Source: an optimization exercise on an open RTL-to-GDS flow (aim: small area, a short achievable clock period and few clock cycles). Production flows keep margins and buffers that such runs may drop. Function was checked by simulation only, so behaviour that the tests miss may differ from the original. Power is estimated from default activity; no workload was simulated.

==> config.mk <==
export PLATFORM = sky130hd
export DESIGN_NAME = bowler_pkt
export DESIGN_NICKNAME = bowler_pkt
export VERILOG_FILES = /design/flow/design.v
export SDC_FILE = /design/flow/constraint.sdc
export NUM_CORES = 4
export LEC_CHECK = 0
export CAP_MARGIN = 20
export CELL_PAD_IN_SITES_DETAIL_PLACEMENT = 1
export CELL_PAD_IN_SITES_GLOBAL_PLACEMENT = 2
export CORE_MARGIN = 2
export CORE_UTILIZATION = 40
export CTS_CLUSTER_DIAMETER = 120
export CTS_CLUSTER_SIZE = 15
export GPL_ROUTABILITY_DRIVEN = 1
export GPL_TIMING_DRIVEN = 1
export PLACE_DENSITY = 0.5
export SETUP_SLACK_MARGIN = 5
export SLEW_MARGIN = 20
==> constraint.sdc <==
create_clock -name core_clock -period 12.0 [get_ports {clk}]
set_input_delay 2.4000 -clock core_clock [delete_from_list [all_inputs] [get_ports {clk}]]
set_output_delay 2.4000 -clock core_clock [all_outputs]
set_load 0.01 [all_outputs]
==> design.v <==
module bowler_pkt (
    input  wire        clk,
    input  wire        rst,
    input  wire        cmd_valid,
    output wire        cmd_ready,
    input  wire [31:0] cmd_word,
    input  wire [31:0] cmd_data,
    input  wire        rx_valid,
    output wire        rx_ready,
    input  wire [7:0]  rx_byte,
    input  wire [31:0] now,
    output reg         resp_valid,
    output reg  [7:0]  resp_status,
    output reg  [31:0] resp_result
);
    localparam [7:0] ST_OK = 8'h00, ST_EMPTY = 8'h01, ST_OVERFLOW = 8'h02,
                     ST_NOT_READY = 8'h03, ST_READY = 8'h04, ST_CONTINUE = 8'h05,
                     ST_FIRED = 8'h06, ST_NOT_FIRED = 8'h07,
                     ST_PKT_OK = 8'h10, ST_BAD_REV = 8'h11, ST_BAD_HCK = 8'h12,
                     ST_BAD_LEN = 8'h13, ST_BAD_PCK = 8'h14,
                     ST_ILLEGAL = 8'hE0, ST_BAD_INDEX = 8'hE1, ST_BAD_OFFSET = 8'hE2,
                     ST_BAD_LENGTH = 8'hE3, ST_READ_ONLY = 8'hE4;
    localparam [1:0] TM_HCHK = 2'd0,    
                     TM_HSUM = 2'd1,    
                     TM_PCHK = 2'd2,    
                     TM_PSUM = 2'd3;    
    localparam K_PUSH = 0,  K_POP = 1,   K_PEEK = 2,  K_AVAIL = 3, K_FRST = 4,
               K_TINIT = 5, K_TELAP = 6, K_TFIRE = 7, K_TRST = 8,
               K_PRD = 9,   K_PWR = 10,  K_GETF = 11, K_SETF = 12, K_HCK = 13,
               K_PCK = 14,  K_VAL = 15,  K_FIN = 16,
               K_STEP = 17, K_POLL = 18, K_RRST = 19,
               K_RXP = 20,  K_LCHK = 21, K_SETEST = 22, K_TICK = 23,
               K_CRD = 24,  K_CWR = 25;
    function [27:0] pdec;
        input [31:0] w;
        reg [25:0] k;
        reg        lg, ml;
        reg        n_ok, b_ok, k_ok, a_ok;
        begin
            n_ok = (w[23:0] == 24'd0);
            b_ok = (w[23:8] == 16'd0);
            k_ok = (w[23:16] == 8'd0);
            a_ok = (w[15:0] == 16'd0);
            k = 26'd0; lg = 1'b0; ml = 1'b0;
            case (w[31:24])
                8'h10: begin k[K_PUSH]   = 1'b1; lg = b_ok; end
                8'h11: begin k[K_POP]    = 1'b1; lg = n_ok; ml = 1'b1; end
                8'h12: begin k[K_PEEK]   = 1'b1; lg = k_ok; ml = 1'b1; end
                8'h13: begin k[K_AVAIL]  = 1'b1; lg = n_ok; end
                8'h14: begin k[K_FRST]   = 1'b1; lg = n_ok; end
                8'h20: begin k[K_TINIT]  = 1'b1; lg = a_ok; end
                8'h21: begin k[K_TELAP]  = 1'b1; lg = a_ok; ml = 1'b1; end
                8'h22: begin k[K_TFIRE]  = 1'b1; lg = a_ok; ml = 1'b1; end
                8'h23: begin k[K_TRST]   = 1'b1; lg = a_ok; end
                8'h30: begin k[K_PRD]    = 1'b1; lg = k_ok; end
                8'h31: begin k[K_PWR]    = 1'b1; lg = 1'b1; end
                8'h32: begin k[K_GETF]   = 1'b1; lg = a_ok; ml = (w[23:16] == 8'd7); end
                8'h33: begin k[K_SETF]   = 1'b1; lg = a_ok; ml = (w[23:16] == 8'd7); end
                8'h34: begin k[K_HCK]    = 1'b1; lg = n_ok; ml = 1'b1; end
                8'h35: begin k[K_PCK]    = 1'b1; lg = n_ok; ml = 1'b1; end
                8'h36: begin k[K_VAL]    = 1'b1; lg = n_ok; ml = 1'b1; end
                8'h37: begin k[K_FIN]    = 1'b1; lg = n_ok; ml = 1'b1; end
                8'h40: begin k[K_STEP]   = 1'b1; lg = n_ok; ml = 1'b1; end
                8'h41: begin k[K_POLL]   = 1'b1; lg = n_ok; ml = 1'b1; end
                8'h42: begin k[K_RRST]   = 1'b1; lg = n_ok; end
                8'h50: begin k[K_RXP]    = 1'b1; lg = b_ok; end
                8'h51: begin k[K_LCHK]   = 1'b1; lg = n_ok; ml = 1'b1; end
                8'h52: begin k[K_SETEST] = 1'b1; lg = n_ok; end
                8'h53: begin k[K_TICK]   = 1'b1; lg = n_ok; ml = 1'b1; end
                8'h60: begin k[K_CRD]    = 1'b1; lg = a_ok; end
                8'h61: begin k[K_CWR]    = 1'b1; lg = a_ok; end
                default: ;
            endcase
            pdec = {ml && lg, !lg, lg ? k : 26'd0};
        end
    endfunction
    reg  [7:0]   rd, wr;
    reg  [8:0]   cnt;
    reg          tfire_q;
    reg          c_empty, c_lt15, c_le16, c_ltlen, c_pkge;
    reg          fc_v, vc_v, vc_hok, vc_cap;
    reg  [7:0]   fc_h, fc_p;
    reg          n_fc_v, n_vc_v, n_vc_hok, n_vc_cap;
    reg  [7:0]   n_fc_h, n_fc_p;
    reg  [1023:0] pkt;
    reg          pkt_resp;
    reg  [1:0]   rsm_state;
    reg  [7:0]   rsm_len;
    reg  [31:0]  last0, last1, last2, last3;
    reg  [31:0]  intv0, intv1, intv2, intv3;
    reg          link_est;
    reg  [7:0]   cfg_rev;
    reg  [47:0]  dev_mac;
    reg  [31:0]  junk_cnt, ovf_cnt, hdrfail_cnt, payfail_cnt, frame_cnt, timeout_cnt;
    reg          rdy;
    reg          r_v, r_rx;
    reg  [7:0]   r_b;
    reg  [31:0]  r_w, r_d, r_now;
    reg          e_v, e_rx;
    reg  [7:0]   e_b;
    reg  [31:0]  e_w, e_d, e_now;
    reg  [25:0]  ek;
    reg          e_ill, e_multi;
    reg  [1:0]   e_tsel;              
    assign cmd_ready = rdy;
    assign rx_ready  = rdy;
    wire in_acc = rdy && (cmd_valid || rx_valid);
    wire fin;                        
    wire take = !e_v || fin;
    always @(posedge clk) begin
        if (rst) begin
            rdy <= 1'b1;
            r_v <= 1'b0;
            e_v <= 1'b0;
        end else if (take) begin
            e_v <= r_v || in_acc;
            r_v <= 1'b0;
            rdy <= 1'b1;
        end else if (in_acc) begin
            r_v <= 1'b1;
            rdy <= 1'b0;
        end
    end
    wire [27:0] dec_r  = pdec(r_w);
    wire [27:0] dec_in = pdec(cmd_word);
    always @(posedge clk) begin
        if (take) begin
            if (r_v) begin
                e_rx <= r_rx; e_b <= r_b; e_w <= r_w; e_d <= r_d; e_now <= r_now;
                {e_multi, e_ill, ek} <= r_rx ? 28'd0 : dec_r;
                e_tsel <= (r_w[31:24] == 8'h51 || r_w[31:24] == 8'h53) ? 2'd0 : r_w[17:16];
            end else begin
                e_rx <= rx_valid; e_b <= rx_byte; e_w <= cmd_word; e_d <= cmd_data; e_now <= now;
                {e_multi, e_ill, ek} <= rx_valid ? 28'd0 : dec_in;
                e_tsel <= (cmd_word[31:24] == 8'h51 || cmd_word[31:24] == 8'h53) ? 2'd0 : cmd_word[17:16];
            end
        end
        if (rdy) begin
            r_rx <= rx_valid; r_b <= rx_byte; r_w <= cmd_word; r_d <= cmd_data; r_now <= now;
        end
    end
    wire [7:0]  fa  = e_w[23:16];
    wire [15:0] imm = e_w[15:0];
    reg  [7:0]  wa;                  
    reg  [15:0] wr_boh;              
    reg         fw_en;
    reg  [7:0]  fw_data;
    reg  [3:0]  wa_hi1;
    reg  [15:0] wa_nx;
    wire [3:0]  wa_hi  = wa[7:4];
    wire [127:0] bank_q;             
    genvar gb;
    generate
        for (gb = 0; gb < 16; gb = gb + 1) begin : g_bank
            reg [7:0] mem [0:15];
            wire [3:0] row = wa_nx[gb] ? wa_hi1 : wa_hi;
            always @(posedge clk)
                if (fw_en && wr_boh[gb])
                    mem[wr[7:4]] <= fw_data;
            assign bank_q[8*gb +: 8] = mem[row];
        end
    endgenerate
    reg  [6:0]  pa;                  
    reg         pa_sel;              
    wire [6:0]  paddr = pa;
    reg  [127:0] pchunk;
    always @(*) begin
        case (paddr[6:4])
            3'd0: pchunk = pkt[127:0];
            3'd1: pchunk = pkt[255:128];
            3'd2: pchunk = pkt[383:256];
            3'd3: pchunk = pkt[511:384];
            3'd4: pchunk = pkt[639:512];
            3'd5: pchunk = pkt[767:640];
            3'd6: pchunk = pkt[895:768];
            default: pchunk = pkt[1023:896];
        endcase
    end
    wire [7:0] pbyte = pchunk[8*paddr[3:0] +: 8];
    wire [15:0] pkt_dlen  = {pkt[8*13 +: 8], pkt[8*12 +: 8]};
    wire        pkt_legal = (pkt_dlen >= 16'd16) && (pkt_dlen <= 16'd128);
    wire [7:0]  pdl_c     = pkt[8*12 +: 8];           
    reg         pl_q, dl_dirty;
    reg  [7:0]  pdl;
    reg  [6:0]  pdm1;
    reg  [2:0]  kchk, ksum;
    always @(posedge clk) begin
        c_empty <= (cnt == 9'd0);
        c_lt15  <= (cnt < 9'd15);
        c_le16  <= (cnt <= 9'd16);
        c_ltlen <= (cnt < {1'b0, rsm_len});
        c_pkge  <= (imm >= {7'd0, cnt});
        pl_q <= pkt_legal;
        pdl  <= pdl_c;
        pdm1 <= pdl_c[6:0] - 7'd1;
        kchk <= (pdl_c - 8'd1) >> 4;
        ksum <= (pdl_c - 8'd2) >> 4;
    end
    reg         wsrc;                 
    reg  [1:0]  tmode;
    reg  [2:0]  tk;                   
    reg         iv, ih, il, ic;       
    reg  [7:0]  dlx;                  
    reg  [15:0] m_inc, m_neg;
    integer j;
    wire [3:0]  rrot = wsrc ? 4'd0 : wa[3:0];
    wire [31:0] mk0 = {m_neg, m_inc};
    wire [31:0] mk1 = rrot[0] ? {mk0[30:16], mk0[31], mk0[14:0], mk0[15]} : mk0;
    wire [31:0] mk2 = rrot[1] ? {mk1[29:16], mk1[31:30], mk1[13:0], mk1[15:14]} : mk1;
    wire [31:0] mk3 = rrot[2] ? {mk2[27:16], mk2[31:28], mk2[11:0], mk2[15:12]} : mk2;
    wire [31:0] mk4 = rrot[3] ? {mk3[23:16], mk3[31:24], mk3[7:0],  mk3[15:8]}  : mk3;
    wire [15:0] b_inc = mk4[15:0];
    wire [15:0] b_neg = mk4[31:16];
    wire [127:0] rdata = wsrc ? pchunk : bank_q;
    reg  [7:0]  x [0:15];
    always @(*)
        for (j = 0; j < 16; j = j + 1)
            x[j] = (rdata[8*j +: 8] ^ {8{b_neg[j]}}) & {8{b_inc[j]}};
    function [15:0] csa;
        input [7:0] a, b, c;
        reg [7:0] s, cy;
        begin
            s  = a ^ b ^ c;
            cy = (a & b) | (a & c) | (b & c);
            csa = {cy[6:0], 1'b0, s};
        end
    endfunction
    wire [15:0] c1a = csa(x[0],  x[1],  x[2]);
    wire [15:0] c1b = csa(x[3],  x[4],  x[5]);
    wire [15:0] c1c = csa(x[6],  x[7],  x[8]);
    wire [15:0] c1d = csa(x[9],  x[10], x[11]);
    wire [15:0] c1e = csa(x[12], x[13], x[14]);
    wire [15:0] c2a = csa(c1a[7:0],  c1a[15:8], c1b[7:0]);
    wire [15:0] c2b = csa(c1b[15:8], c1c[7:0],  c1c[15:8]);
    wire [15:0] c2c = csa(c1d[7:0],  c1d[15:8], c1e[7:0]);
    reg  [127:0] win;                 
    reg  [3:0]   w_rot;
    reg  [63:0]  w_ps;                
    reg          w_cin;
    reg          wv, wh, wl, wc, wc0;
    reg          ic0, pc0;
    reg  [2:0]   wk;
    always @(posedge clk) begin
        win   <= rdata;
        w_rot <= rrot;
        w_ps  <= {x[15], c1e[15:8], c2c, c2b, c2a};
        w_cin <= |b_neg;
        wk    <= tk;
        wh    <= ih;
        wc0   <= ic0 && ic;
        wl    <= il;
    end
    wire [127:0] ro1 = w_rot[0] ? {win[7:0],  win[127:8]}  : win;
    wire [127:0] ro2 = w_rot[1] ? {ro1[15:0], ro1[127:16]} : ro1;
    wire [127:0] ro3 = w_rot[2] ? {ro2[31:0], ro2[127:32]} : ro2;
    wire [127:0] fwin = w_rot[3] ? {ro3[63:0], ro3[127:64]} : ro3;
    wire [15:0] c3a = csa(w_ps[7:0],   w_ps[15:8],  w_ps[23:16]);
    wire [15:0] c3b = csa(w_ps[31:24], w_ps[39:32], w_ps[47:40]);
    wire [15:0] c4a = csa(c3a[7:0], c3a[15:8], c3b[7:0]);
    wire [15:0] c4b_r = csa(c3b[15:8], w_ps[55:48], w_ps[63:56]);
    wire [15:0] c4b = {c4b_r[15:9], w_cin, c4b_r[7:0]};    
    wire [15:0] c5a = csa(c4a[7:0], c4a[15:8], c4b[7:0]);
    wire [15:0] c6a = csa(c5a[7:0], c5a[15:8], c4b[15:8]);
    wire [7:0]  wsum = c6a[7:0] + c6a[15:8];
    wire        wzero = ((c6a[7:0] ^ c6a[15:8]) == {(c6a[6:0] | c6a[14:8]), 1'b0});
    wire [7:0]  f12 = fwin[8*12 +: 8];
    wire [7:0]  f13 = fwin[8*13 +: 8];
    reg  [15:0] fmatch;
    reg  [4:0]  ffirst;
    always @(*) begin
        for (j = 0; j < 16; j = j + 1)
            fmatch[j] = (fwin[8*j +: 8] == cfg_rev) && (j < cnt);
        ffirst = 5'd16;
        for (j = 15; j >= 0; j = j - 1)
            if (fmatch[j]) ffirst = j;
    end
    reg  [7:0]  p_sum;
    reg         p_zero;
    reg         p_m0;                 
    reg  [4:0]  p_first;              
    reg         p_legal;
    reg  [7:0]  p_dl;
    reg         p_ltdl;               
    reg  [7:0]  p_b15;
    reg  [7:0]  p_b0;
    reg         pv, ph, pl;
    always @(posedge clk) begin
        p_sum   <= wsum;
        p_zero  <= wzero;
        p_m0    <= fmatch[0];
        p_first <= ffirst;
        p_legal <= (f13 == 8'd0) && (f12 >= 8'd16) && (f12 <= 8'd128);
        p_dl    <= f12;
        p_ltdl  <= (cnt < {1'b0, f12});
        p_b15   <= fwin[8*15 +: 8];
        p_b0    <= fwin[7:0];
        ph      <= wh;
        pc0     <= wc0 && wc;
        pl      <= wl;
    end
    wire [1:0]  tsel = e_tsel;
    reg  [31:0] tl_m, ti_m;
    always @(*) begin
        case (tsel)
            2'd0: begin tl_m = last0; ti_m = intv0; end
            2'd1: begin tl_m = last1; ti_m = intv1; end
            2'd2: begin tl_m = last2; ti_m = intv2; end
            default: begin tl_m = last3; ti_m = intv3; end
        endcase
    end
    reg  [32:0] ts_diff;
    reg  [31:0] ts_last, ts_intv;
    always @(posedge clk) begin
        ts_diff <= {1'b0, e_now} - {1'b0, tl_m};
        ts_last <= tl_m;
        ts_intv <= ti_m;
    end
    wire        t_back = ts_diff[32];
    wire [31:0] t_diff = ts_diff[31:0];
    wire        t_fire = !t_back && (t_diff >= ts_intv);
    wire [31:0] t_over = t_diff - ts_intv;
    wire        t_snap = ({1'b0, t_diff} > {ts_intv, 1'b0});
    wire [31:0] t_new_last = (t_back || (t_fire && t_snap)) ? e_now :
                             !t_fire ? ts_last : (ts_last + ts_intv);
    wire fifo_full  = cnt[8];                 
    wire fifo_empty = (cnt == 9'd0);
    wire csr_defined = (fa <= 8'h0E) || (fa >= 8'h20 && fa <= 8'h23) || (fa >= 8'h30 && fa <= 8'h33);
    wire csr_ro = (fa == 8'h01) || (fa == 8'h02) || (fa == 8'h0B) || (fa == 8'h0C) ||
                  (fa == 8'h0D) || (fa == 8'h0E) || (fa >= 8'h20);
    reg [31:0] csr_rdata;
    always @(*) begin
        case (fa)
            8'h00: csr_rdata = {24'd0, cfg_rev};
            8'h01: csr_rdata = {26'd0, pkt_resp, fifo_full, fifo_empty, link_est, rsm_state};
            8'h02: csr_rdata = {23'd0, cnt};
            8'h03: csr_rdata = junk_cnt;
            8'h04: csr_rdata = ovf_cnt;
            8'h05: csr_rdata = hdrfail_cnt;
            8'h06: csr_rdata = payfail_cnt;
            8'h07: csr_rdata = frame_cnt;
            8'h08: csr_rdata = timeout_cnt;
            8'h09: csr_rdata = dev_mac[31:0];
            8'h0A: csr_rdata = {16'd0, dev_mac[47:32]};
            8'h0B: csr_rdata = {24'd0, rsm_len};
            8'h0C: csr_rdata = 32'd256;
            8'h0D: csr_rdata = 32'd128;
            8'h0E: csr_rdata = 32'd4;
            8'h20: csr_rdata = last0;
            8'h21: csr_rdata = last1;
            8'h22: csr_rdata = last2;
            8'h23: csr_rdata = last3;
            8'h30: csr_rdata = intv0;
            8'h31: csr_rdata = intv1;
            8'h32: csr_rdata = intv2;
            8'h33: csr_rdata = intv3;
            default: csr_rdata = 32'd0;
        endcase
    end
    reg [31:0] getf_val;
    always @(*) begin
        case (fa[3:0])
            4'd0: getf_val = {24'd0, pkt[8*0 +: 8]};
            4'd1: getf_val = pkt[8*1 +: 32];
            4'd2: getf_val = {16'd0, pkt[8*5 +: 16]};
            4'd3: getf_val = {24'd0, pkt[8*7 +: 8]};
            4'd4: getf_val = pkt[8*8 +: 32];
            4'd5: getf_val = {16'd0, pkt_dlen};
            4'd6: getf_val = {24'd0, pkt[8*14 +: 8]};
            default: getf_val = {31'd0, pkt_resp};
        endcase
    end
    reg  [3:0]  ms;
    reg  [2:0]  kc, kl;               
    reg         cst;                  
    reg  [7:0]  acc8;
    reg  [7:0]  chk_b;
    reg  [7:0]  n_rd, n_wr;
    reg  [8:0]  n_cnt;
    reg         n_pkt_resp;
    reg  [1:0]  n_rsm_state;
    reg  [7:0]  n_rsm_len;
    reg  [31:0] n_last0, n_last1, n_last2, n_last3;
    reg  [31:0] n_intv0, n_intv1, n_intv2, n_intv3;
    reg         n_link_est;
    reg  [7:0]  n_cfg_rev;
    reg  [47:0] n_dev_mac;
    reg  [31:0] n_junk, n_ovf, n_hdrf, n_payf, n_frame, n_tmo;
    reg         n_rv;
    reg  [7:0]  n_rs;
    reg  [31:0] n_rr;
    reg         fin_c;
    reg  [3:0]  n_ms;
    reg  [2:0]  n_kc, n_kl;
    reg  [7:0]  n_acc8, n_chk_b, n_dlx;
    reg         is_v, is_src, is_h, is_l, is_c, is_psel, is_fw, is_c0;
    reg  [7:0]  is_wa;
    reg  [6:0]  is_pa;
    reg  [1:0]  is_mode;
    reg  [2:0]  is_k;
    reg         bw_en;
    reg  [6:0]  bw_addr;
    reg  [7:0]  bw_data;
    reg  [14:0] f_en;
    reg  [119:0] f_dat;
    reg         cw_en;
    assign fin = fin_c;
    always @(*)
        dl_wr = f_en[12] || f_en[13] || (bw_en && (bw_addr == 7'd12 || bw_addr == 7'd13)) ||
                (cw_en && wk == 3'd0);
    reg  [4:0]  sk_m;
    reg  [7:0]  dlw;                  
    reg         go_pay, go_hdr, single, ltdl;
    reg  [7:0]  tot;
    reg         pay_ok, n_cst, dl_wr, n_tf;
    reg  [1:0]  verr, n_verr;
    reg  [7:0]  accn, n_accn;
    reg  [6:0]  tg_l;                 
    reg  [15:0] tg_th, tg_oh;
    reg  [15:0] nt_inc, nt_neg;
    always @(*) begin
        tg_l = (is_mode == TM_PCHK) ? (n_dlx[6:0] - 7'd1) : (n_dlx[6:0] - 7'd2);
        for (j = 0; j < 16; j = j + 1) begin
            tg_th[j] = (j <= tg_l[3:0]);
            tg_oh[j] = (j == tg_l[3:0]);
        end
        case (is_mode)
            TM_HCHK: begin nt_inc = 16'h7FFF; nt_neg = 16'h4000; end
            TM_HSUM: begin nt_inc = 16'h3FFF; nt_neg = 16'h0000; end
            default: begin
                nt_inc = (is_k < tg_l[6:4]) ? 16'hFFFF : (is_k == tg_l[6:4]) ? tg_th : 16'h0000;
                nt_neg = (is_mode == TM_PCHK && is_k == tg_l[6:4]) ? tg_oh : 16'h0000;
            end
        endcase
    end
    wire        put_is  = e_rx || ek[K_PUSH] || ek[K_RXP];
    wire [7:0]  put_b   = e_rx ? e_b : e_w[7:0];
    wire        is_rsm  = ek[K_STEP] || ek[K_POLL] || ek[K_TICK];
    always @(*) begin
        n_rd = rd; n_wr = wr; n_cnt = cnt;
        n_pkt_resp = pkt_resp;
        n_rsm_state = rsm_state; n_rsm_len = rsm_len;
        n_last0 = last0; n_last1 = last1; n_last2 = last2; n_last3 = last3;
        n_intv0 = intv0; n_intv1 = intv1; n_intv2 = intv2; n_intv3 = intv3;
        n_link_est = link_est; n_cfg_rev = cfg_rev; n_dev_mac = dev_mac;
        n_junk = junk_cnt; n_ovf = ovf_cnt; n_hdrf = hdrfail_cnt; n_payf = payfail_cnt;
        n_frame = frame_cnt; n_tmo = timeout_cnt;
        n_rv = 1'b0; n_rs = ST_OK; n_rr = 32'd0;
        fin_c = 1'b0;
        n_ms = ms; n_kc = kc; n_kl = kl; n_acc8 = acc8; n_chk_b = chk_b; n_dlx = dlx;
        is_v = 1'b0; is_src = 1'b0; is_h = 1'b0; is_l = 1'b0; is_c = 1'b0; is_psel = 1'b0; is_fw = 1'b0; is_c0 = 1'b0;
        is_wa = 8'd0; is_pa = 7'd0; is_mode = TM_HCHK; is_k = 3'd0;
        fw_en = 1'b0; fw_data = put_b;
        bw_en = 1'b0; bw_addr = paddr; bw_data = fa;
        f_en = 15'd0; f_dat = 120'd0;
        cw_en = 1'b0;
        sk_m = 5'd0;
        dlw = rsm_len; ltdl = (ms == 4'd0) ? (cnt < {1'b0, rsm_len}) : c_ltlen;
        go_pay = 1'b0; go_hdr = 1'b0;
        single = ek[K_STEP];
        tot = 8'd0;
        pay_ok = 1'b0; n_cst = cst;
        n_tf = tfire_q;
        n_verr = verr;
        n_fc_v = fc_v; n_fc_h = fc_h; n_fc_p = fc_p;
        n_vc_v = vc_v; n_vc_hok = vc_hok; n_vc_cap = vc_cap;
        if (e_v && !e_multi) begin
            fin_c = 1'b1;
            n_rv  = !e_rx;
            if (put_is) begin
                if (fifo_full) begin
                    n_ovf = ovf_cnt + 32'd1;
                    n_rs  = ST_OVERFLOW;
                    n_rr  = {23'd0, cnt};
                end else begin
                    fw_en = 1'b1;
                    n_wr  = wr + 8'd1;
                    n_cnt = cnt + 9'd1;
                    n_rr  = {23'd0, cnt + 9'd1};
                end
                if (e_rx || ek[K_RXP])
                    n_last0 = e_now;
            end
            if (e_ill)
                n_rs = ST_ILLEGAL;
            if (ek[K_AVAIL])
                n_rr = {23'd0, cnt};
            if (ek[K_FRST]) begin
                n_rd = 8'd0; n_wr = 8'd0; n_cnt = 9'd0;
            end
            if (ek[K_TINIT] || ek[K_TRST]) begin
                if (fa >= 8'd4) begin
                    n_rs = ST_BAD_INDEX;
                end else begin
                    case (fa[1:0])
                        2'd0: begin n_last0 = e_now; if (ek[K_TINIT]) n_intv0 = e_d; end
                        2'd1: begin n_last1 = e_now; if (ek[K_TINIT]) n_intv1 = e_d; end
                        2'd2: begin n_last2 = e_now; if (ek[K_TINIT]) n_intv2 = e_d; end
                        default: begin n_last3 = e_now; if (ek[K_TINIT]) n_intv3 = e_d; end
                    endcase
                end
            end
            if (ek[K_PRD]) begin
                if (imm >= 16'd128) n_rs = ST_BAD_OFFSET;
                else n_rr = {24'd0, pbyte};
            end
            if (ek[K_PWR]) begin
                if (imm >= 16'd128) n_rs = ST_BAD_OFFSET;
                else bw_en = 1'b1;
            end
            if (ek[K_GETF]) begin
                if (fa >= 8'd9) n_rs = ST_BAD_INDEX;
                else n_rr = getf_val;
            end
            if (ek[K_SETF]) begin
                if (fa >= 8'd9) begin
                    n_rs = ST_BAD_INDEX;
                end else begin
                    case (fa[3:0])
                        4'd0: begin f_en[0] = 1'b1; f_dat[7:0] = e_d[7:0]; end
                        4'd1: begin f_en[4:1] = 4'hF; f_dat[39:8] = e_d; end
                        4'd2: begin f_en[6:5] = 2'h3; f_dat[55:40] = e_d[15:0]; end
                        4'd3: begin f_en[7] = 1'b1; f_dat[63:56] = e_d[7:0]; end
                        4'd4: begin f_en[11:8] = 4'hF; f_dat[95:64] = e_d; end
                        4'd5: begin f_en[13:12] = 2'h3; f_dat[111:96] = e_d[15:0]; end
                        4'd6: begin f_en[14] = 1'b1; f_dat[119:112] = e_d[7:0]; end
                        default: n_pkt_resp = e_d[0];
                    endcase
                end
            end
            if (ek[K_RRST]) begin
                n_rsm_state = 2'd0; n_rsm_len = 8'd0;
            end
            if (ek[K_SETEST])
                n_link_est = 1'b1;
            if (ek[K_CRD]) begin
                if (!csr_defined) n_rs = ST_BAD_INDEX;
                else n_rr = csr_rdata;
            end
            if (ek[K_CWR]) begin
                if (!csr_defined) begin
                    n_rs = ST_BAD_INDEX;
                end else if (csr_ro) begin
                    n_rs = ST_READ_ONLY;
                end else begin
                    case (fa[3:0])
                        4'h0: n_cfg_rev = e_d[7:0];
                        4'h3: n_junk  = e_d;
                        4'h4: n_ovf   = e_d;
                        4'h5: n_hdrf  = e_d;
                        4'h6: n_payf  = e_d;
                        4'h7: n_frame = e_d;
                        4'h8: n_tmo   = e_d;
                        4'h9: n_dev_mac[31:0] = e_d;
                        default: n_dev_mac[47:32] = e_d[15:0];
                    endcase
                end
            end
        end else if (e_v) begin
            if (ek[K_POP]) begin
                if (ms == 4'd0) begin
                    n_ms = 4'd1;
                end else if (c_empty) begin
                    fin_c = 1'b1; n_rv = 1'b1; n_rs = ST_EMPTY;
                end else begin
                    fin_c = 1'b1; n_rv = 1'b1;
                    n_rr = {24'd0, fwin[7:0]};
                    n_rd = rd + 8'd1; n_cnt = cnt - 9'd1;
                end
            end
            if (ek[K_PEEK]) begin
                if (ms == 4'd0) begin
                    is_wa = rd + imm[7:0]; is_fw = 1'b1;
                    n_ms = 4'd1;
                end else if (ms == 4'd1 && c_pkge) begin
                    fin_c = 1'b1; n_rv = 1'b1; n_rs = ST_EMPTY;
                end else if (ms == 4'd1) begin
                    n_ms = 4'd2;
                end else begin
                    fin_c = 1'b1; n_rv = 1'b1;
                    n_rr = {24'd0, fwin[7:0]};
                end
            end
            if (ek[K_TELAP] || ek[K_TFIRE] || ek[K_LCHK]) begin
                if (!ek[K_LCHK] && fa >= 8'd4) begin
                    fin_c = 1'b1; n_rv = 1'b1; n_rs = ST_BAD_INDEX;
                end else if (ms == 4'd0) begin
                    n_ms = 4'd1;
                end else begin
                    fin_c = 1'b1; n_rv = 1'b1;
                    if (ek[K_TELAP]) begin
                        n_rr = t_back ? 32'd0 : t_diff;
                    end else begin
                        n_rs = t_fire ? ST_FIRED : ST_NOT_FIRED;
                        n_rr = t_fire ? t_over : 32'd0;
                        case (tsel)
                            2'd0: n_last0 = t_new_last;
                            2'd1: n_last1 = t_new_last;
                            2'd2: n_last2 = t_new_last;
                            default: n_last3 = t_new_last;
                        endcase
                        if (ek[K_LCHK] && t_fire) begin
                            n_rd = 8'd0; n_wr = 8'd0; n_cnt = 9'd0;
                            n_rsm_state = 2'd0; n_rsm_len = 8'd0;
                            n_link_est = 1'b0;
                            n_tmo = timeout_cnt + 32'd1;
                        end
                    end
                end
            end
            if ((ek[K_GETF] || ek[K_SETF] || ek[K_PCK] || ek[K_VAL] || ek[K_FIN]) &&
                ms == 4'd0 && dl_dirty) begin
            end else if (ek[K_GETF] || ek[K_SETF]) begin
                if (!pl_q) begin
                    fin_c = 1'b1; n_rv = 1'b1; n_rs = ST_BAD_LENGTH;
                end else if (ms == 4'd0) begin
                    is_psel = 1'b1; is_pa = pdm1;
                    n_ms = 4'd1;
                end else begin
                    fin_c = 1'b1; n_rv = 1'b1;
                    if (ek[K_GETF]) begin
                        n_rr = {24'd0, pbyte};
                    end else begin
                        bw_en = 1'b1; bw_data = e_d[7:0];
                    end
                end
            end else if (ek[K_HCK]) begin
                if (ms == 4'd0 && fc_v) begin
                    fin_c = 1'b1; n_rv = 1'b1;
                    n_rr = {23'd0, 1'b1, fc_h};
                end else if (ms == 4'd0) begin
                    is_v = 1'b1; is_src = 1'b1; is_psel = 1'b1; is_pa = 7'd0;
                    is_mode = TM_HSUM; is_h = 1'b1; is_l = 1'b1;
                    n_ms = 4'd1;
                end else if (pv) begin
                    fin_c = 1'b1; n_rv = 1'b1;
                    n_rr = {23'd0, pkt[8*14 +: 8] == p_sum, p_sum};
                end
            end else if (ek[K_PCK]) begin
                if (ms == 4'd0 && fc_v) begin
                    fin_c = 1'b1; n_rv = 1'b1;
                    n_rr = {23'd0, 1'b1, fc_p};
                end else if (!pl_q) begin
                    fin_c = 1'b1; n_rv = 1'b1; n_rs = ST_BAD_LENGTH;
                end else if (ms == 4'd0) begin
                    is_psel = 1'b1; is_pa = pdm1;
                    n_dlx = pdl;
                    n_ms = 4'd1;
                end else begin
                    if (ms == 4'd1) n_chk_b = pbyte;
                    if (ms == 4'd1 || ms == 4'd2) begin
                        is_v = 1'b1; is_src = 1'b1; is_psel = 1'b1;
                        is_k = (ms == 4'd1) ? 3'd0 : kc;
                        is_pa = {is_k, 4'd0};
                        is_mode = TM_PSUM; is_h = (ms == 4'd1);
                        is_l = (is_k == ksum);
                        n_kc = is_k + 3'd1;
                        n_ms = is_l ? 4'd3 : 4'd2;
                    end
                    if (pv) begin
                        tot = (ph ? ((dlx >= 8'd17) ? p_b15 : 8'd0) : (acc8 + p_sum));
                        n_acc8 = tot;
                        if (pl) begin
                            fin_c = 1'b1; n_rv = 1'b1;
                            n_rr = {23'd0, chk_b == tot, tot};
                        end
                    end
                end
            end else if (ek[K_VAL]) begin
                if (ms == 4'd0 && pkt[7:0] != cfg_rev) begin
                    fin_c = 1'b1; n_rv = 1'b1; n_rs = ST_BAD_REV; n_rr = {16'd0, pkt_dlen};
                end else if (ms == 4'd0 && vc_v) begin
                    fin_c = 1'b1; n_rv = 1'b1;
                    n_rs = vc_hok ? ST_PKT_OK : ST_BAD_HCK;
                    n_rr = {16'd0, pkt_dlen};
                end else begin
                    n_dlx = pdl;
                    if (ms == 4'd0 || ms == 4'd1) begin
                        is_v = 1'b1; is_src = 1'b1; is_psel = 1'b1;
                        is_k = (ms == 4'd0) ? 3'd0 : kc;
                        is_pa = {is_k, 4'd0};
                        is_mode = (ms == 4'd0) ? TM_HCHK : TM_PCHK;
                        is_h = (ms == 4'd0);
                        is_l = !pl_q || (is_k == kchk);
                        n_kc = is_k + 3'd1;
                        n_ms = is_l ? 4'd2 : 4'd1;
                    end
                    if (pv) begin
                        tot = acc8 + p_sum;
                        if (ph) begin
                            tot = (kchk == 3'd0) ? (8'd0 - p_b15) : p_b15;
                            n_verr = !p_zero ? 2'd1 : !pl_q ? 2'd2 : 2'd0;
                        end
                        n_acc8 = tot;
                        if (pl) begin
                            fin_c = 1'b1; n_rv = 1'b1;
                            n_rs = (n_verr == 2'd1) ? ST_BAD_HCK : (n_verr == 2'd2) ? ST_BAD_LEN :
                                   (tot == 8'd0) ? ST_PKT_OK : ST_BAD_PCK;
                            n_rr = {16'd0, pkt_dlen};
                        end
                    end
                end
            end else if (ek[K_FIN]) begin
                if (!pl_q) begin
                    fin_c = 1'b1; n_rv = 1'b1; n_rs = ST_BAD_LENGTH;
                end else begin
                    n_dlx = pdl;
                    if (ms == 4'd0) begin
                        f_en[6:0] = 7'h7F;
                        f_dat[55:0] = {dev_mac, cfg_rev};
                    end
                    if (ms == 4'd0 || ms == 4'd1) begin
                        is_v = 1'b1; is_src = 1'b1; is_psel = 1'b1;
                        is_k = (ms == 4'd0) ? 3'd0 : kc;
                        is_pa = {is_k, 4'd0};
                        is_mode = (ms == 4'd0) ? TM_HSUM : TM_PSUM;
                        is_h = (ms == 4'd0);
                        is_l = (is_k == ksum);
                        n_kc = is_k + 3'd1;
                        n_ms = is_l ? 4'd2 : 4'd1;
                    end
                    if (pv) begin
                        tot = acc8 + p_sum;
                        if (ph) begin
                            f_en[14] = 1'b1;
                            f_dat[119:112] = p_sum;
                            n_fc_h = p_sum;
                            tot = (dlx >= 8'd17) ? p_b15 : 8'd0;
                        end
                        n_acc8 = tot;
                        if (pl) begin
                            n_fc_p = tot;
                            bw_en = 1'b1; bw_addr = dlx[6:0] - 7'd1; bw_data = tot;
                            fin_c = 1'b1; n_rv = 1'b1;
                            n_rr = {16'd0, pkt_dlen};
                        end
                    end
                end
            end
            if (is_rsm) begin
                case (ms)
                4'd0: begin
                    if ((rsm_state == 2'd0 && fifo_empty) ||
                        (rsm_state == 2'd1 && cnt < 9'd15) ||
                        (rsm_state == 2'd2 && ltdl)) begin
                        n_ms = 4'd1;    
                    end else begin
                        n_ms = 4'd2;    
                    end
                end
                4'd1, 4'd2: begin
                    if (ek[K_TICK]) begin
                        n_last0 = t_new_last;
                        if (t_fire) begin
                            n_rd = 8'd0; n_wr = 8'd0; n_cnt = 9'd0;
                            n_rsm_state = 2'd0; n_rsm_len = 8'd0;
                            n_link_est = 1'b0;
                            n_tmo = timeout_cnt + 32'd1;
                        end
                    end
                    n_tf = ek[K_TICK] && t_fire;
                    if (ms == 4'd1) begin
                        fin_c = 1'b1; n_rv = 1'b1; n_rs = ST_NOT_READY;
                        n_rr = (ek[K_TICK] && t_fire) ? 32'h0001_0000 : {30'd0, rsm_state};
                    end else begin
                        n_ms = 4'd3;
                    end
                end
                4'd3: begin
                    n_tf = 1'b0;
                    if (tfire_q) begin
                        fin_c = 1'b1; n_rv = 1'b1; n_rs = ST_NOT_READY; n_rr = 32'h0001_0000;
                    end else
                    if (rsm_state == 2'd0) begin
                        sk_m = (cnt >= 9'd16) ? 5'd16 : cnt[4:0];
                        if (c_empty) begin
                            fin_c = 1'b1; n_rv = 1'b1; n_rs = ST_NOT_READY; n_rr = 32'd0;
                        end else if (single) begin
                            if (p_m0) begin
                                n_rsm_state = 2'd1;
                                fin_c = 1'b1; n_rv = 1'b1; n_rs = ST_CONTINUE; n_rr = 32'd1;
                            end else begin
                                n_rd = rd + 8'd1; n_cnt = cnt - 9'd1;
                                n_junk = junk_cnt + 32'd1;
                                fin_c = 1'b1; n_rv = 1'b1; n_rs = ST_CONTINUE; n_rr = 32'd0;
                            end
                        end else if (p_m0) begin
                            n_rsm_state = 2'd1;
                            go_hdr = 1'b1;
                        end else if (p_first != 5'd16) begin
                            n_rd = rd + {3'd0, p_first};
                            n_cnt = cnt - {4'd0, p_first};
                            n_junk = junk_cnt + {27'd0, p_first};
                            n_rsm_state = 2'd1;
                            n_ms = 4'd4;
                        end else begin
                            n_rd = rd + {3'd0, sk_m};
                            n_cnt = cnt - {4'd0, sk_m};
                            n_junk = junk_cnt + {27'd0, sk_m};
                            if (c_le16) begin
                                fin_c = 1'b1; n_rv = 1'b1; n_rs = ST_NOT_READY; n_rr = 32'd0;
                            end else begin
                                n_ms = 4'd4;
                            end
                        end
                    end else if (rsm_state == 2'd1) begin
                        go_hdr = 1'b1;
                    end else begin
                        go_pay = 1'b1;
                    end
                    if (go_hdr) begin
                        if (c_lt15) begin
                            fin_c = 1'b1; n_rv = 1'b1; n_rs = ST_NOT_READY; n_rr = 32'd1;
                        end else if (p_m0 && p_zero && p_legal) begin
                            n_rsm_len = p_dl;
                            n_rsm_state = 2'd2;
                            dlw = p_dl;
                            ltdl = p_ltdl;
                            if (single) begin
                                fin_c = 1'b1; n_rv = 1'b1; n_rs = ST_CONTINUE; n_rr = 32'd2;
                            end else begin
                                go_pay = 1'b1;
                            end
                        end else begin
                            n_rd = rd + 8'd1; n_cnt = cnt - 9'd1;
                            n_junk = junk_cnt + 32'd1;
                            n_hdrf = hdrfail_cnt + 32'd1;
                            n_rsm_len = 8'd0;
                            n_rsm_state = 2'd0;
                            if (single) begin
                                fin_c = 1'b1; n_rv = 1'b1; n_rs = ST_CONTINUE; n_rr = 32'd0;
                            end else begin
                                n_ms = 4'd4;
                            end
                        end
                    end
                    if (go_pay) begin
                        n_dlx = dlw;
                        n_kl = (dlw - 8'd1) >> 4;
                        if (ltdl) begin
                            fin_c = 1'b1; n_rv = 1'b1; n_rs = ST_NOT_READY; n_rr = 32'd2;
                        end else if (dlw == 8'd16) begin
                            n_ms = (p_b15 == 8'd0) ? 4'd8 : 4'd9;
                        end else begin
                            n_acc8 = p_b15;
                            is_v = 1'b1; is_fw = 1'b1; is_k = 3'd1; is_wa = rd + 8'd16;
                            is_mode = TM_PCHK;
                            is_l = (dlw <= 8'd32);
                            n_kc = is_l ? 3'd0 : 3'd2;
                            n_cst = 1'b0;
                            n_ms = is_l ? 4'd7 : 4'd6;
                        end
                    end
                end
                4'd4: n_ms = 4'd5;
                4'd5: n_ms = 4'd3;
                4'd6: begin
                    is_v = 1'b1; is_fw = 1'b1; is_k = kc; is_wa = rd + {kc, 4'd0};
                    is_mode = TM_PCHK;
                    is_l = (kc == kl);
                    n_kc = is_l ? 3'd0 : kc + 3'd1;
                    n_cst = 1'b0;
                    if (is_l) n_ms = 4'd7;
                    if (pv) n_acc8 = acc8 + p_sum;
                end
                4'd7: begin
                    if (!cst) begin
                        is_c0 = (kc == 3'd0);
                        is_c = 1'b1; is_fw = 1'b1; is_k = kc; is_wa = rd + {kc, 4'd0};
                        is_l = (kc == kl);
                        n_kc = kc + 3'd1;
                        n_cst = is_l;
                    end
                    if (pv) begin
                        tot = acc8 + p_sum;
                        n_acc8 = tot;
                        if (pl) begin
                            pay_ok = (p_sum == accn);
                            n_ms = pay_ok ? 4'd10 : 4'd9;
                        end
                    end
                end
                4'd8: begin
                    is_c = 1'b1; is_fw = 1'b1; is_k = 3'd0; is_wa = rd;
                    is_c0 = 1'b1;
                    is_l = 1'b1;
                    n_cst = 1'b1;
                    n_ms = 4'd10;
                end
                4'd10: begin
                    if (!cst) begin
                        is_c = 1'b1; is_fw = 1'b1; is_k = kc; is_wa = rd + {kc, 4'd0};
                        is_l = (kc == kl);
                        n_kc = kc + 3'd1;
                        n_cst = is_l;
                    end
                end
                4'd9: begin
                    n_rd = rd + 8'd1; n_cnt = cnt - 9'd1;
                    n_junk = junk_cnt + 32'd1;
                    n_payf = payfail_cnt + 32'd1;
                    n_rsm_len = 8'd0;
                    n_rsm_state = 2'd0;
                    if (single) begin
                        fin_c = 1'b1; n_rv = 1'b1; n_rs = ST_CONTINUE; n_rr = 32'd0;
                    end else begin
                        n_ms = 4'd4;
                    end
                end
                default: ;
                endcase
                if (wc && (ms == 4'd10 || pay_ok)) begin
                    cw_en = 1'b1;
                    if (wl) begin
                        n_rd = rd + dlx;
                        n_cnt = cnt - {1'b0, dlx};
                        n_frame = frame_cnt + 32'd1;
                        n_rsm_len = 8'd0;
                        n_rsm_state = 2'd0;
                        n_pkt_resp = 1'b0;
                        fin_c = 1'b1; n_rv = 1'b1; n_rs = ST_READY; n_rr = {24'd0, dlx};
                    end
                end
            end
        end
    end
    wire pkt_wr_any = bw_en || cw_en || (|f_en);
    reg  fc_set, vc_set;
    always @(*) begin
        fc_set = fin_c && ek[K_FIN] && pl_q && !(ms == 4'd0 && dl_dirty);
        vc_set = fin_c && is_rsm && n_rs == ST_READY;
    end
    always @(posedge clk) begin
        if (rst) begin
            rd <= 8'd0; wr <= 8'd0; cnt <= 9'd0;
            wr_boh <= 16'd1;
            pkt_resp <= 1'b0;
            rsm_state <= 2'd0; rsm_len <= 8'd0;
            last0 <= 32'd0; last1 <= 32'd0; last2 <= 32'd0; last3 <= 32'd0;
            intv0 <= 32'd1000; intv1 <= 32'd0; intv2 <= 32'd0; intv3 <= 32'd0;
            link_est <= 1'b0;
            cfg_rev <= 8'h03;
            dev_mac <= 48'd0;
            junk_cnt <= 32'd0; ovf_cnt <= 32'd0; hdrfail_cnt <= 32'd0;
            payfail_cnt <= 32'd0; frame_cnt <= 32'd0; timeout_cnt <= 32'd0;
            resp_valid <= 1'b0;
            resp_status <= 8'd0;
            resp_result <= 32'd0;
            ms <= 4'd0;
            iv <= 1'b0; ic <= 1'b0;
            wv <= 1'b0; wc <= 1'b0;
            pv <= 1'b0;
            pa_sel <= 1'b0;
            dl_dirty <= 1'b1;
            tfire_q <= 1'b0;
            fc_v <= 1'b0;
            vc_v <= 1'b0;
            vc_cap <= 1'b0;
        end else begin
            dl_dirty <= dl_wr;
            tfire_q <= n_tf;
            fc_v <= fc_set || (fc_v && !pkt_wr_any);
            fc_h <= n_fc_h;
            fc_p <= n_fc_p;
            vc_cap <= pc0 ? 1'b1 : (ic0 && ic) ? 1'b0 : vc_cap;
            if (pc0) vc_hok <= p_zero;
            vc_v <= vc_set ? (vc_cap || pc0) : (vc_v && !pkt_wr_any);
            rd <= n_rd; wr <= n_wr; cnt <= n_cnt;
            wr_boh <= 16'd1 << n_wr[3:0];
            pkt_resp <= n_pkt_resp;
            rsm_state <= n_rsm_state; rsm_len <= n_rsm_len;
            last0 <= n_last0; last1 <= n_last1; last2 <= n_last2; last3 <= n_last3;
            intv0 <= n_intv0; intv1 <= n_intv1; intv2 <= n_intv2; intv3 <= n_intv3;
            link_est <= n_link_est;
            cfg_rev <= n_cfg_rev;
            dev_mac <= n_dev_mac;
            junk_cnt <= n_junk; ovf_cnt <= n_ovf; hdrfail_cnt <= n_hdrf;
            payfail_cnt <= n_payf; frame_cnt <= n_frame; timeout_cnt <= n_tmo;
            resp_valid <= n_rv;
            if (n_rv) begin
                resp_status <= n_rs;
                resp_result <= n_rr;
            end
            ms <= fin_c ? 4'd0 : n_ms;
            iv <= is_v; ic <= is_c; ic0 <= is_c0;
            wv <= iv; wc <= ic;
            pv <= wv;
            pa_sel <= is_psel;
        end
    end
    wire [7:0] wa_d = is_fw ? is_wa : n_rd;
    always @(posedge clk) begin
        accn <= 8'd0 - n_acc8;
        verr <= n_verr;
        kc <= n_kc; kl <= n_kl; cst <= n_cst; acc8 <= n_acc8; chk_b <= n_chk_b; dlx <= n_dlx;
        pa <= take ? (r_v ? r_w[6:0] : cmd_word[6:0]) : (is_psel ? is_pa : e_w[6:0]);
        if (rst) begin
            wa    <= 8'd0;
            wa_hi1 <= 4'd1;
            wa_nx <= 16'd0;
            wsrc  <= 1'b0;
            m_inc <= 16'h7FFF;
            m_neg <= 16'h4000;
            tmode <= TM_HCHK;
            tk    <= 3'd0;
            ih    <= 1'b0;
            il    <= 1'b0;
        end else begin
            wa    <= wa_d;
            wa_hi1 <= wa_d[7:4] + 4'd1;
            for (j = 0; j < 16; j = j + 1)
                wa_nx[j] <= (j < wa_d[3:0]);
            wsrc  <= is_src;
            tmode <= is_mode;
            m_inc <= nt_inc;
            m_neg <= nt_neg;
            tk    <= is_k;
            ih    <= is_h;
            il    <= is_l;
        end
    end
    wire [127:0] lane = cw_en ? fwin : {16{bw_data}};
    wire [127:0] lane_r = lane & {128{~rst}};
    wire [119:0] fdat_r = f_dat & {120{~rst}};
    genvar gp;
    generate
        for (gp = 0; gp < 128; gp = gp + 1) begin : g_pkt
            wire cw_hit = cw_en && (wk == gp / 16) && ({wk, 4'd0} + (gp % 16) < dlx);
            wire bw_hit = bw_en && (bw_addr == gp);
            wire fhit   = (gp < 15) && f_en[gp < 15 ? gp : 0];
            always @(posedge clk) begin
                if (fhit && !rst)
                    pkt[8*gp +: 8] <= fdat_r[8*(gp < 15 ? gp : 0) +: 8];
                else if (cw_hit || bw_hit || rst)
                    pkt[8*gp +: 8] <= lane_r[8*(gp % 16) +: 8];
            end
        end
    endgenerate
endmodule
==> flow/run.sh <==
#!/bin/bash
set -uo pipefail
bash standard.sh SETUP_SLACK_MARGIN=7.8 finish > standard.log 2>&1
status=$?
exit $status
==> standard.sh <==
#!/bin/bash
# synth_recipe.tcl (not shown) runs the flow's synth.tcl, then flattens the netlist and writes it again
# the make line also repeats each setting of config.mk as NAME=value (left out here)
make -C /OpenROAD-flow-scripts/flow DESIGN_CONFIG=/design/flow/config.mk WORK_HOME=/design/flow/orfs CLKGATE_MAP_FILE= SYNTH_SCRIPT=/design/flow/synth_recipe.tcl "${@:-finish}"
==> notes.md, run 1 <==
The run finished with no timing, DRC or antenna violations. The count of different cell masters after synthesis came out at 114. The number of vias in the routed layout came out at ~160k. The fraction of final layout cells sized beyond drive strength 1 came out at about a quarter.

The share of synthesized flip-flops with an asynchronous set or reset came out at 0%. After synthesis, flip-flops and latches occupy slightly below 60% of the total area. The CTS tree is done.

The most common cell in the synthesized netlist is sky130_fd_sc_hd__edfxtp_1. The area growth from synthesis to layout is 17.1%. The number of buffers on the longest clock path came out at 4.

The cell count of the worst hold path is 0. The largest area contributor in the synthesized netlist is sky130_fd_sc_hd__edfxtp_1. Timing analysis after detailed placement gives a worst setup slack of around 5600 ps. In this run the number of H-tree levels came out at 5. The worst-path maximum fanout came out at 3. The setup slack of the most critical reg-to-reg path is approximately 7300 ps. For the worst-skew pair, the clock arrives at the later sink with an insertion delay of 1060 ps.

Global routing used roughly two fifths of the available tracks. The floorplan die height is 729 um. The maximum clock skew at final layout came out at 96.7 ps. The power per cell area is roughly 130 nW/um^2. The detailed-route wire length came out at about 1100000 um. The worst-case reg-to-reg path depth is 21.

Yosys attributes the largest share of cell area to sky130_fd_sc_hd__edfxtp_1, sky130_fd_sc_hd__dfxtp_1, sky130_fd_sc_hd__mux4_2. Input and output buffers added on the ports amount to between 100 and 150. The total area inside the core boundary comes to ~520000 um^2. In this run the most critical hold path is launched from tk[0]. Setup repair after global routing could not meet its margin everywhere. The die is ~730 um wide. After detailed routing, the average wire length per cell comes to approximately 46 um. For this configuration, the core starts out at a cell density of about two fifths. The most used flip-flop cell after synthesis is sky130_fd_sc_hd__edfxtp_1.

STA classifies the critical path startpoint as a flip-flop. The total DRC errors in the routed layout came out at 0. The time the worst path needs with I/O delays and setup is 4690 ps. The cell count after synthesis came out at 16.6k. The critical path launch point is pkt[0]. The via density per instance came out at 6.74. Derived from the worst setup path, the maximum achievable clock frequency is 213 MHz.

The worst path setup slack after routing came out at approximately 7300 ps. The data arrival time of the critical path came out at between 5000 and 6000 ps. The number of design-rule violations left by the first detailed-router iteration is between 20k and 25k.

The summed instance area of the synthesized netlist is 210000 um^2. Once placement finished, the instance area stood at 223000 um^2. The endpoint of the worst register-to-register path is m_neg[2].

The aggregate global routing overflow came out at 0. The tightest min-delay check is of the reg -> reg type. With fillers left out, the area of the finished cells amounts to roughly 250000 um^2. The reported leakage power came out at roughly 0.083 uW. The total CTS buffers is 336. The global-route wire length before repair came out at between 1000000 and 1500000 um.

The final count of pins violating max slew was 0. The area used by sequential logic in the layout is around 120000 um^2. Setup violations remaining at the end of the flow were counted as 0. The via count of the first global-routing pass is ~160k. The combined area of the multi-input logic cells came out at approximately 91000 um^2. The worst hold path terminates at wk[0].

The data required time of the worst path came out at about 13000 ps. The net count reported at finish is around 18k. CTS placed an instance of sky130_fd_sc_hd__clkbuf_16 at the clock tree root. The cell row count came out at 266.

The final-layout setup total negative slack came out at 0 ps. The post-synthesis net count came out at 17.1k. The normalized max-slew margin is approximately 9%. The average footprint of a synthesized cell came out at ~13 um^2. The post-route total power came out at ~32000 uW.

The transition time at the pin with the least slew margin came out at around 1400 ps. The count of final hold-check violations is 0. The initial antenna violation count is 198. The number of sinks driven by the clock tree is around 4.4k. Entering global routing, the biggest net connects 170 pins. Counting instances in the post-synthesis netlist gives the leading cell types as sky130_fd_sc_hd__edfxtp_1, sky130_fd_sc_hd__nand2_1, sky130_fd_sc_hd__nor2_1.

The number of flip-flops and latches in the synthesized netlist came out at between 4k and 5k. Clock-pin slew was measured on the worst setup and hold paths at around 80 ps. The number of enable flip-flop cells after synthesis is about 3.3k. The detailed placer's ending HPWL is between 700000 and 800000 um. The yosys synthesis warning count is 2. The final weighted congestion of routability-driven global placement is a little over 1.

The pre-antenna-repair detailed-routing pass consisted of 9 iterations. IR analysis of the VDD net gives a maximum drop of between 0.15 and 0.2 mV. The final cycle utilization of the critical path came out at between 30% and 40%.

In this run the critical register-to-register path is launched from pkt[0]. STA classifies the critical path endpoint as a flip-flop. The fraction of post-synthesis cell area in the top cell type by area came out at 47.7%. The number of I/O pins came out at ~150. The final cell utilization of the core came out at 47.0%. The count of filler cells inserted in the layout came out at between 50k and 60k. The die footprint is between 500000 and 600000 um^2. The worst setup path is of the reg -> reg kind.

The tool flagged a number of max-cap violations equal to 0. The remaining antenna violation count came out at 0.
-- per-layer routing --
metal	wire length [um]	track usage (%)	vias up
met4	117000	34.7	98
li1	-	-	65114
met2	491000	61.6	10434
met5	640	0	-
met1	402000	48.9	85930
met3	107000	10.0	3161
-- power by group --
group / total (uW) / internal (uW) / leakage, uW / switching (uW)
clock network: 11200 / 5310 / 0.00468 / 5890
logic: 3670 / 1020 / 0.0383 / 2650
registers: 17000 / 16700 / 0.0404 / 253
total: 31900 / 23100 / 0.0834 / 8800
-- timing repair --
item / in CTS / in global routing
pin swaps: 135 / 174
hold buffers: 0 / 0
setup buffers: 264 / 177
resized for setup: 1301 / 516
endpoints found under the setup margin: 2876 / 1581
gates cloned: 56 / 14
-- stage by stage --
step	hold WS, ps	instances
6_report	333	24454
3_3_place_gp	313	23229
5_1_grt	334	24352
3_5_place_dp	316	23244
4_1_cts	333	24075
2_1_floorplan	310	16629
-- final cells by class --
type,count,share of cell area (%)
Antenna cell,183,0.186
Clock buffer,470,3.63
Clock inverter,41,0.352
Inverter,337,0.526
Multi-Input combinational cell,10754,36.8
Sequential cell,4400,49.4
Tap cell,6968,3.54
Timing Repair Buffer,1299,5.58
Timing Repair inverter,2,0.00609
-- worst max path at each step --
stage,to,cells past startpoint
4_1_cts,resp_result[5],14
5_1_grt,m_neg[2],21
3_3_place_gp,resp_result[7],13
3_5_place_dp,resp_result[5],14
2_1_floorplan,g_bank[0].mem[0][1],2
6_report,m_neg[2],21
-- cell families (layout without fill, tap and decap cells) --
kind of cell    after synthesis  count (layout)  synth area share [%]
mux                        1753            1758                  13.4
xor+xnor                    502             502                  2.10
other cells                   1             184               0.00178
simple gates               4186            4189                  8.98
fa+ha+maj                   352             352                  2.44
compound gates             3951            3952                  12.5
buf+inv                    1484            2149                  2.81
flops                      4400            4400                  57.7
-- flip-flops by register name, indices dropped and copies added (netlist names), 33 cells and up --
register    count
win           128
w_ps           59
ts_diff        33
pkt          1024
dev_mac        48
g_bank.mem   2048
-- critical path, stage by stage, from the launching register on --
cell                        delay [ps]
sky130_fd_sc_hd__edfxtp_1          440
sky130_fd_sc_hd__xnor2_1           210
sky130_fd_sc_hd__nand4_1           120
sky130_fd_sc_hd__buf_6             170
sky130_fd_sc_hd__o311ai_4          420
sky130_fd_sc_hd__a21oi_4           160
sky130_fd_sc_hd__or3_4             380
sky130_fd_sc_hd__o22ai_4           200
sky130_fd_sc_hd__a2bb2oi_4         110
sky130_fd_sc_hd__buf_6             160
sky130_fd_sc_hd__inv_8              60
sky130_fd_sc_hd__ha_4              130
sky130_fd_sc_hd__o21ai_2            70
sky130_fd_sc_hd__a211o_1           260
sky130_fd_sc_hd__nor3_2            210
sky130_fd_sc_hd__xnor2_1           140
sky130_fd_sc_hd__ha_1              370
sky130_fd_sc_hd__buf_6             130
sky130_fd_sc_hd__nand3_4            80
sky130_fd_sc_hd__or4_4             440
sky130_fd_sc_hd__nand2b_4          180
sky130_fd_sc_hd__nor2_2            100
-- cells in the final DEF (no fill, tap or decap), drive strengths merged, types with 100 or more instances in the layout --
cell type  netlist  final
a211oi         274    274
a21o           146    146
a21oi         1113   1114
a221o          130    130
a221oi         159    159
a22oi          299    299
a31oi          162    162
and2           100    100
and3           100    100
buf            292   1113
clkbuf         855    499
dfxtp         1060   1060
diode            0    183
edfxtp        3340   3340
ha             254    254
inv            328    333
mux2           384    384
mux2i          557    562
mux4           812    812
nand2         1461   1461
nand3          256    256
nand4          110    110
nor2          1352   1352
nor2b          191    192
nor3           221    221
o21ai          701    701
o22ai          126    126
xnor2          253    253
xor2           248    248
Testbench counts, summed over its fixed seeds: cycles 52,796.
==> inputs of run 2 (changes only) <==
--- a/design.v
+++ b/design.v
@@ -104,2 +104,3 @@
     reg  [1:0]   e_tsel;              
+    reg          e_prdok;             
     assign cmd_ready = rdy;
@@ -131,2 +132,3 @@
                 e_tsel <= (r_w[31:24] == 8'h51 || r_w[31:24] == 8'h53) ? 2'd0 : r_w[17:16];
+                e_prdok <= !r_rx && r_w[31:16] == 16'h3000 && r_w[15:7] == 9'd0;
             end else begin
@@ -135,2 +137,3 @@
                 e_tsel <= (cmd_word[31:24] == 8'h51 || cmd_word[31:24] == 8'h53) ? 2'd0 : cmd_word[17:16];
+                e_prdok <= !rx_valid && cmd_word[31:16] == 16'h3000 && cmd_word[15:7] == 9'd0;
             end
@@ -149,2 +152,3 @@
     reg  [15:0] wa_nx;
+    reg  [15:0] oh_hi, oh_hi1;        
     wire [3:0]  wa_hi  = wa[7:4];
@@ -155,3 +159,10 @@
             reg [7:0] mem [0:15];
-            wire [3:0] row = wa_nx[gb] ? wa_hi1 : wa_hi;
+            wire [15:0] rsel = wa_nx[gb] ? oh_hi1 : oh_hi;
+            reg  [7:0]  rq;
+            integer r;
+            always @(*) begin
+                rq = 8'd0;
+                for (r = 0; r < 16; r = r + 1)
+                    rq = rq | (mem[r] & {8{rsel[r]}});
+            end
             always @(posedge clk)
@@ -159,3 +170,3 @@
                     mem[wr[7:4]] <= fw_data;
-            assign bank_q[8*gb +: 8] = mem[row];
+            assign bank_q[8*gb +: 8] = rq;
         end
@@ -203,4 +214,17 @@
     reg  [7:0]  dlx;                  
-    reg  [15:0] m_inc, m_neg;
     integer j;
+    reg  [6:0]  t_l;                  
+    reg  [15:0] m_inc, m_neg;
+    always @(*) begin
+        for (j = 0; j < 16; j = j + 1) begin
+            case (tmode)
+                TM_HCHK: begin m_inc[j] = (j <= 14); m_neg[j] = (j == 14); end
+                TM_HSUM: begin m_inc[j] = (j <= 13); m_neg[j] = 1'b0; end
+                default: begin
+                    m_inc[j] = (tk < t_l[6:4]) || (tk == t_l[6:4] && j <= t_l[3:0]);
+                    m_neg[j] = (tmode == TM_PCHK) && (tk == t_l[6:4]) && (j == t_l[3:0]);
+                end
+            endcase
+        end
+    end
     wire [3:0]  rrot = wsrc ? 4'd0 : wa[3:0];
@@ -416,20 +440,3 @@
     reg  [7:0]  accn, n_accn;
-    reg  [6:0]  tg_l;                 
-    reg  [15:0] tg_th, tg_oh;
-    reg  [15:0] nt_inc, nt_neg;
-    always @(*) begin
-        tg_l = (is_mode == TM_PCHK) ? (n_dlx[6:0] - 7'd1) : (n_dlx[6:0] - 7'd2);
-        for (j = 0; j < 16; j = j + 1) begin
-            tg_th[j] = (j <= tg_l[3:0]);
-            tg_oh[j] = (j == tg_l[3:0]);
-        end
-        case (is_mode)
-            TM_HCHK: begin nt_inc = 16'h7FFF; nt_neg = 16'h4000; end
-            TM_HSUM: begin nt_inc = 16'h3FFF; nt_neg = 16'h0000; end
-            default: begin
-                nt_inc = (is_k < tg_l[6:4]) ? 16'hFFFF : (is_k == tg_l[6:4]) ? tg_th : 16'h0000;
-                nt_neg = (is_mode == TM_PCHK && is_k == tg_l[6:4]) ? tg_oh : 16'h0000;
-            end
-        endcase
-    end
+    wire [6:0]  tg_l = (is_mode == TM_PCHK) ? (n_dlx[6:0] - 7'd1) : (n_dlx[6:0] - 7'd2);
     wire        put_is  = e_rx || ek[K_PUSH] || ek[K_RXP];
@@ -925,2 +932,6 @@
     end
+    always @(posedge clk) begin
+        resp_status <= n_rs;
+        resp_result <= (e_v && e_prdok) ? {24'd0, pbyte} : n_rr;
+    end
     wire pkt_wr_any = bw_en || cw_en || (|f_en);
@@ -945,4 +956,2 @@
             resp_valid <= 1'b0;
-            resp_status <= 8'd0;
-            resp_result <= 32'd0;
             ms <= 4'd0;
@@ -978,6 +987,2 @@
             resp_valid <= n_rv;
-            if (n_rv) begin
-                resp_status <= n_rs;
-                resp_result <= n_rr;
-            end
             ms <= fin_c ? 4'd0 : n_ms;
@@ -999,5 +1004,6 @@
             wa_nx <= 16'd0;
+            oh_hi <= 16'd1;
+            oh_hi1 <= 16'd2;
             wsrc  <= 1'b0;
-            m_inc <= 16'h7FFF;
-            m_neg <= 16'h4000;
+            t_l   <= 7'd0;
             tmode <= TM_HCHK;
@@ -1009,2 +1015,4 @@
             wa_hi1 <= wa_d[7:4] + 4'd1;
+            oh_hi  <= 16'd1 << wa_d[7:4];
+            oh_hi1 <= 16'd1 << (wa_d[7:4] + 4'd1);
             for (j = 0; j < 16; j = j + 1)
@@ -1013,4 +1021,3 @@
             tmode <= is_mode;
-            m_inc <= nt_inc;
-            m_neg <= nt_neg;
+            t_l   <= tg_l;
             tk    <= is_k;
==> run 2 against run 1 <==
Still clean on timing, DRC and antenna. Fmax is 3.3% higher. First-iteration DRC count increased by 5.9%. Die area fell by 2.0%. Utilization decreased by 0.38 points. Total power up 0.33%. Count of clock-buffer cells in the layout is 45 higher. Worst hold slack worse by 0.56 ps. Register-to-register slack improved by 150 ps. Critical endpoint is now oh_hi1[4].
==> notes.md, run 2 <==
The flow ran to the end and the layout has no timing, DRC or antenna violations. The routed wirelength normalized by instance count came out at 47.5 um (+4.0%). The post-synthesis net count came to 17.6k (+2.7%). The endpoint of the worst register-to-register path is oh_hi1[4]. The fraction of final layout cells sized beyond drive strength 1 is 20.1% (-3.3 points).

The combined area of the multi-input logic cells was 85700 um^2 (-5.5%). The average footprint of a synthesized cell is 12.1 um^2 (-4.7%). The total of max-cap violations came out at 0 (unchanged). The transition time at the pin with the least slew margin is 1320 ps (-46.4 ps). The number of buffers on the longest clock path is 4 (unchanged). The normalized max-slew margin came out at 11.6% (+2.8 points). TritonCTS built the clock tree.

Setup repair after global routing could not meet its margin everywhere. By area the synthesized netlist is led by sky130_fd_sc_hd__edfxtp_1, sky130_fd_sc_hd__dfxtp_1, sky130_fd_sc_hd__mux4_2. The global-route total usage across every layer is 43.7% (+3.0 points).

The final weighted congestion of routability-driven global placement came to 1.06 (+4.3%). The class of the tightest hold or removal check is reg -> reg. The standard cell core area is 513000 um^2 (-2.1%). The library cell used most frequently in the layout, excluding fill and tap cells, is sky130_fd_sc_hd__edfxtp_1.

The count of H-tree levels built during CTS came out at 5 (unchanged). The via count of the first global-routing pass came out at 162k (+0.86%). The delay of the slowest cell on the worst path was 700 ps (+260 ps). The time the worst path needs with I/O delays and setup came out at 4540 ps (-151 ps). The net count reported at finish came to 18.0k (+2.2%).

The worst-skew pair later-pin latency is 1090 ps (+30 ps). The number of I/O pins came to 151 (unchanged). The die footprint is 521000 um^2 (-2.0%). The gate count of the mapped netlist is 17.1k (+2.8%). The fraction of post-synthesis cell area in the top cell type by area came out at 48.7% (+1.0 points). The post-placement worst setup slack is 5420 ps (-128 ps). The total internal power is 23100 uW (about the same). The worst-path maximum fanout came out at 8 (+5).

In the layout the commonest cells are sky130_fd_sc_hd__edfxtp_1, sky130_fd_sc_hd__nand2_1, sky130_fd_sc_hd__nor2_1. Following the worst setup path forward leads to its endpoint at oh_hi1[4].
-- run 2: cell count changes after synthesis, moves of 73 or more --
cell / previous run / this run
sky130_fd_sc_hd__a22o_1: 72 / 365
sky130_fd_sc_hd__nor2b_1: 191 / 73
sky130_fd_sc_hd__o22ai_1: 126 / 199
sky130_fd_sc_hd__mux4_2: 812 / 276
sky130_fd_sc_hd__nor3_1: 213 / 318
sky130_fd_sc_hd__nor2_1: 1349 / 1270
sky130_fd_sc_hd__a22oi_1: 299 / 789
sky130_fd_sc_hd__mux2i_1: 547 / 296
sky130_fd_sc_hd__a211oi_1: 274 / 160
sky130_fd_sc_hd__nand3_1: 255 / 525
sky130_fd_sc_hd__a221oi_1: 157 / 392
sky130_fd_sc_hd__mux2_2: 384 / 548
-- run 2: how the worst min path moves through the flow --
| stage | cells past startpoint | endpoint | slack, ps | start |
|---|---|---|---|---|
| finish | 0 | ph | 330 | wh |
| detailed placement | 0 | ph | 310 | wh |
| global route | 0 | ph | 340 | wh |
| global placement | 0 | ph | 310 | wh |
| floorplan | 0 | ph | 310 | wh |
| CTS | 0 | ph | 330 | wh |
-- run 2: through the flow --
step,power (uW),hold slack (ps),std cells,util [%]
final,32000,332,24744,46.6
after global routing,32500,338,24633,46.5
after CTS,31700,333,24376,45.9
after detailed placement,20500,314,23600,42.6
after global placement,20500,311,23574,42.5
after floorplan,18700,310,17092,-
-- run 2: area by class of cell --
type / count / share of cell area (%)
antenna: 264 / 0.276
clock buffer: 515 / 3.80
sequential: 4402 / 50.9
multi-input combinational: 11287 / 35.8
inverter: 339 / 0.554
timing repair buffer: 1143 / 4.78
clock inverter: 37 / 0.304
tap: 6757 / 3.53
-- run 2: timing repair --
item,CTS,global route
resized for setup,1293,430
setup buffers,199,85
pin swaps,101,117
gates cloned,25,15
setup endpoints to repair,4900,1821
-- run 2: cell families (layout without fill, tap and decap cells) --
logic type | count (synthesis) | after routing | share of synthesized area, %
flops | 4402 | 4402 | 59.0
simple gates | 4310 | 4314 | 9.42
other cells | 1 | 265 | 0.00182
fa+ha+maj | 356 | 356 | 2.51
compound gates | 4951 | 4951 | 16.6
xor+xnor | 525 | 525 | 2.23
mux | 1139 | 1140 | 7.57
buf+inv | 1408 | 2034 | 2.66
-- run 2: metal layers --
| layer | vias up | routed length [um] | GRT usage [%] |
|---|---|---|---|
| li1 | 67469 | - | - |
| met1 | 88939 | 417000 | 51.3 |
| met2 | 11033 | 513000 | 65.7 |
| met3 | 3498 | 109000 | 10.8 |
| met4 | 82 | 135000 | 40.9 |
| met5 | - | 806 | 0.370 |
-- run 2: worst register-to-register path, cell delays in order (launching register included) --
cell	delay, ps
sky130_fd_sc_hd__dfxtp_2	700
sky130_fd_sc_hd__and2_4	270
sky130_fd_sc_hd__and2_4	170
sky130_fd_sc_hd__a21o_1	180
sky130_fd_sc_hd__buf_6	110
sky130_fd_sc_hd__buf_6	90
sky130_fd_sc_hd__ha_4	130
sky130_fd_sc_hd__inv_2	40
sky130_fd_sc_hd__fa_2	330
sky130_fd_sc_hd__nor2b_1	120
sky130_fd_sc_hd__o21a_1	160
sky130_fd_sc_hd__o21a_1	190
sky130_fd_sc_hd__o21ai_2	90
sky130_fd_sc_hd__a221o_1	400
sky130_fd_sc_hd__a21oi_2	150
sky130_fd_sc_hd__o2111ai_1	140
sky130_fd_sc_hd__and3_4	230
sky130_fd_sc_hd__o2bb2ai_4	230
sky130_fd_sc_hd__ha_4	360
sky130_fd_sc_hd__inv_4	80
sky130_fd_sc_hd__nand2_8	90
sky130_fd_sc_hd__nor3_4	200
-- run 2: power by group through the flow --
stage          combinational, uW  clock [uW]  sequential, uW
2_1_floorplan               1510           0           17200
3_3_place_gp                3100           0           17400
3_5_place_dp                3140           0           17400
4_1_cts                     3370       11300           17000
5_1_grt                     3660       11800           17100
6_report                    3630       11300           17100
Testbench counts of run 2, summed over its fixed seeds: cycles 52,796.

## separate check: timing with driven ports
Ports are ideal in the flow. The routed layouts listed here were re-timed in OpenROAD. Step 1, drivers: a clkbuf_16 drives clk and a buf_2 each remaining input, both assumed. Step 2 also shifts input and output timing later by t, the mid clock arrival at the registers, as if the neighbouring blocks saw the same clock. a / b / c = no drivers / after step 1 / after step 2; a / b = the first two.
run | t (ns) | slack for setup (ns)
run 1 | 1.151 | 7.310 / 7.310 / 6.578
run 2 | 1.171 | 7.461 / 7.461 / 6.603
After both steps setup and hold are still met in every run listed.
